Background: an optimization exercise with open tools, aiming at small area, a short achievable clock period and few clock cycles. Do not read the settings as production practice.
Where RTL was checked, it was by simulation tests only, not by an equivalence proof against the original.
Power is estimated from default activity; no workload was simulated. The flow treats the clock pin as an ideal source, which a real chip does not have.

## kiri_tx_encoder
module kiri_tx_encoder (
    input  wire       clk,
    input  wire       rst,           
    input  wire       start,
    output wire       start_ready,
    input  wire [7:0] dst,
    input  wire [7:0] src,
    input  wire [8:0] len,           
    input  wire       in_valid,
    output wire       in_ready,
    input  wire [7:0] in_data,
    output wire       out_valid,
    input  wire       out_ready,
    output wire [7:0] out_data
);
    localparam [2:0] Q_IDLE  = 3'd0,    
                     Q_DST   = 3'd1,
                     Q_SRC   = 3'd2,
                     Q_PAY   = 3'd3,
                     Q_CRCH  = 3'd4,
                     Q_CRCL  = 3'd5,
                     Q_DELIM = 3'd6;
    function [15:0] crc16_byte;
        input [15:0] crc_in;
        input [7:0]  b;
        reg   [15:0] c;
        integer      i;
        begin
            c = crc_in ^ {b, 8'h00};
            for (i = 0; i < 8; i = i + 1)
                c = c[15] ? ((c << 1) ^ 16'h1021) : (c << 1);
            crc16_byte = c;
        end
    endfunction
    reg  [9*255-1:0] ring;           
    wire [8:0]       s0 = ring[8:0];
    reg  [7:0] hoff;                 
    reg  [7:0] toff;                 
    reg  [7:0] ooff;                 
    reg        open;                 
    reg        emp;                  
    reg        full;                 
    reg        h_at0;                
    reg        t_at0;                
    reg        o_at0;                
    wire [255:0] zv;
    genvar g;
    generate
        for (g = 0; g < 256; g = g + 1) begin : zbits
            if (g >= 1 && g <= 254)
                assign zv[g] = ring[9*g + 8];
  ...
For scale: roughly 3400 cells after synthesis, roughly 2400 flip-flops, ~49 I/O pins.
export LEC_CHECK = 0
export CAP_MARGIN = 20
export CORE_MARGIN = 2
export CORE_UTILIZATION = 60
export PLACE_DENSITY = 0.7
export SLEW_MARGIN = 20
create_clock -name core_clock -period 12.0 [get_ports {clk}]
standard.sh (not shown) runs the stock make flow with config.mk's settings and CLKGATE_MAP_FILE= SYNTH_SCRIPT=/design/flow/synth_recipe.tcl, a recipe that flattens the netlist after the stock synthesis.
==> flow/flow/run.sh <==
#!/bin/bash
# Own layout flow: the standard ORFS flow (standard.sh), with the standard
# synthesis run unchanged, then the layout steps run with our own port-buffer
# cell, clock-tree settings and a tighter setup target for timing repair.
# After global placement and resizing, each output port's buffer and the
# flip-flop that alone drives it are moved next to the port's pin
# (move_io.tcl); detailed placement then legalizes them.
# Each tool run's full output goes to its own log file in the work folder.
set -euo pipefail
cd "$(dirname "$0")/.."
export RES="$(pwd)/orfs/results/${FLOW_PLATFORM:-sky130hd}/kiri_tx_encoder/base"

KNOBS=(
  "BUFFER_PORTS_ARGS=-buffer_cell sky130_fd_sc_hd__buf_2"
  "CTS_ARGS=-sink_clustering_enable -repair_clock_nets -sink_clustering_size 32 -sink_clustering_max_diameter 80 -dont_use_dummy_load -buf_list sky130_fd_sc_hd__clkbuf_16"
  "SETUP_SLACK_MARGIN=8.5"
  "PLACE_PINS_ARGS=-group_pins {out_ready out_valid out_data[0] out_data[1] out_data[2] out_data[3] out_data[4] out_data[5] out_data[6] out_data[7]}"
)

bash standard.sh synth > make_synth.log 2>&1
bash standard.sh "${KNOBS[@]}" 3_4_place_resized > make_place.log 2>&1
openroad -no_init -exit flow/move_io.tcl > move_io.log 2>&1
bash standard.sh "${KNOBS[@]}" finish > make_layout.log 2>&1
Other scripts of this flow, unchanged in this note and not shown: flow/flow/move_io.tcl
The starting point went through all stages and came out clean.
Testbench counts at the start, summed over its fixed seeds: cycles 24,986.
Edit:
Settings changed: CORE_UTILIZATION 60 to 65, PLACE_DENSITY 0.7 to 0.75.
What happened: The changed run went through all stages and came out clean. Setup slack gets better by 0.014 ns. Wire length goes up by 13%. Sequential share of layout area goes up by 0.11 points. Synthesized cell count does not change. Global-route usage goes up by 3.0 points. Final cell count goes down by 2.0%. Register-to-register slack gets worse by 0.08 ns.
Edit:
Settings changed: CORE_UTILIZATION 65 to 60, GPL_ROUTABILITY_DRIVEN from default to 0, PLACE_DENSITY 0.75 to 0.7.
Result:
- The changed run completed without violations
- design area hardly moves
- combinational power drops by 3.6%
- total power drops by 0.40%
- clock skew drops by 0.031 ns
Edit:
--- a/flow/flow/run.sh
+++ b/flow/flow/run.sh
@@ -16,3 +16,2 @@
   "SETUP_SLACK_MARGIN=8.5"
-  "PLACE_PINS_ARGS=-group_pins {out_ready out_valid out_data[0] out_data[1] out_data[2] out_data[3] out_data[4] out_data[5] out_data[6] out_data[7]}"
 )
Settings changed: GPL_ROUTABILITY_DRIVEN 0 to default.
What happened: The new run produced a clean layout; flip-flop and latch count stays the same; via count climbs slightly; wire length climbs slightly; sequential share of layout area is about the same; total power hardly moves; combinational power climbs by a few percent; global-route usage climbs by 0.18 points; design area barely changes; first-iteration DRC count climbs by a few percent; hold slack is worse by 0.021 ns.

* * *

kiri_tx_encoder, a different RTL version from the one above (not shown whole).
For scale: roughly 3400 cells after synthesis, ~2400 flip-flops, about 49 I/O pins.
export LEC_CHECK = 0
export CAP_MARGIN = 20
export CORE_MARGIN = 2
export CORE_UTILIZATION = 60
export CTS_BUF_LIST = sky130_fd_sc_hd__clkbuf_16
export CTS_CLUSTER_DIAMETER = 50
export CTS_CLUSTER_SIZE = 22
export PLACE_DENSITY = 0.7
export SLEW_MARGIN = 20
create_clock -name core_clock -period 12.0 [get_ports {clk}]
run.sh (not shown) runs the stock make flow with config.mk's settings and CLKGATE_MAP_FILE= SYNTH_SCRIPT=/design/flow/synth_recipe.tcl, a recipe that flattens the netlist after the stock synthesis.
Stock flow here: none of the scripts above is used.
Then changed:
==> flow/flow/run.sh (new file) <==
#!/bin/bash
# Own layout flow: the standard ORFS flow (standard.sh), with the standard
# synthesis run unchanged, then the layout steps run with our own port-buffer
# cell, clock-tree settings and a tighter setup target for timing repair.
# Each make run's full output goes to its own log file in the work folder.
set -euo pipefail
cd "$(dirname "$0")/.."

bash standard.sh synth > make_synth.log 2>&1

bash standard.sh \
  "BUFFER_PORTS_ARGS=-buffer_cell sky130_fd_sc_hd__buf_2" \
  "CTS_ARGS=-sink_clustering_enable -repair_clock_nets -sink_clustering_size 32 -sink_clustering_max_diameter 60 -buf_list sky130_fd_sc_hd__clkbuf_16" \
  "SETUP_SLACK_MARGIN=8.5" \
  finish > make_layout.log 2>&1
==> flow/standard.sh (new file) <==
#!/bin/bash
# synth_recipe.tcl (not shown) runs the flow's synth.tcl, then flattens the netlist and writes it again
# the make line also repeats each setting of config.mk as NAME=value (left out here)
make -C /OpenROAD-flow-scripts/flow DESIGN_CONFIG=/design/flow/config.mk WORK_HOME=/design/flow/orfs CLKGATE_MAP_FILE= SYNTH_SCRIPT=/design/flow/synth_recipe.tcl "${@:-finish}"
--- a/flow/config.mk
+++ b/flow/config.mk
@@ -9,7 +9,4 @@
 export CORE_MARGIN = 2
 export CORE_UTILIZATION = 60
-export CTS_BUF_LIST = sky130_fd_sc_hd__clkbuf_16
-export CTS_CLUSTER_DIAMETER = 50
-export CTS_CLUSTER_SIZE = 22
 export PLACE_DENSITY = 0.7
 export SLEW_MARGIN = 20
removed: flow/run.sh
After rerunning: The changed run passed the timing, DRC and antenna checks; final area shrinks by 0.87%; total power shrinks by 2.1%; core utilization shrinks by 0.58 points; wire length barely changes; via count shrinks by 1.0%; worst setup slack is better by 0.63 ns; sequential share of layout area grows by 0.72 points; clock skew grows by 0.0096 ns; die area does not change.
No functional check of the RTL was part of any run of this note.

## re-timing with driven ports
No port has a modelled driver above. Below, the same layouts with a new extraction and two added sets of constraints.
Step 1 (the two cells are an assumption about what drives the block):
set clk [get_ports {clk}]
set_driving_cell -lib_cell sky130_fd_sc_hd__clkbuf_16 $clk
set_driving_cell -lib_cell sky130_fd_sc_hd__buf_2 [delete_from_list [all_inputs] $clk]
Step 2 times the ports against the registers' clock, not the clock port: input delays grow and output delays shrink by t, the midpoint of the rising clock arrivals with the driver on.
Three values: ideal ports, drivers, drivers and shift; two values: the first two.
run | t, ns | setup WS [ns] | latest minus earliest clock arrival (ns) | worst register clock-pin slew, ns | pins driven straight from the clock port
the first run of note 1 | 0.712 | 8.491 / 8.425 / 8.006 | 0.053 / 0.052 | 0.11 / 0.11 | 1
the second run of note 1 | 0.703 | 8.505 / 8.441 / 7.972 | 0.079 / 0.079 | 0.12 / 0.12 | 1
the third run of note 1 | 0.712 | 8.491 / 8.425 / 8.006 | 0.053 / 0.052 | 0.11 / 0.11 | 1
the fourth run of note 1 | 0.710 | 8.488 / 8.421 / 8.001 | 0.056 / 0.056 | 0.11 / 0.11 | 1
the first run of note 2 | 0.789 | 7.566 / 7.566 / 6.999 | 0.023 / 0.024 | 0.09 / 0.09 | 1
the second run of note 2 | 0.760 | 8.199 / 8.133 / 7.968 | 0.030 / 0.030 | 0.11 / 0.11 | 1
After both steps setup and hold are still met in every run listed. The setup slack of the first run of note 2, which loses most, moves by 0.000 ns with the drivers and by -0.567 ns with both steps.
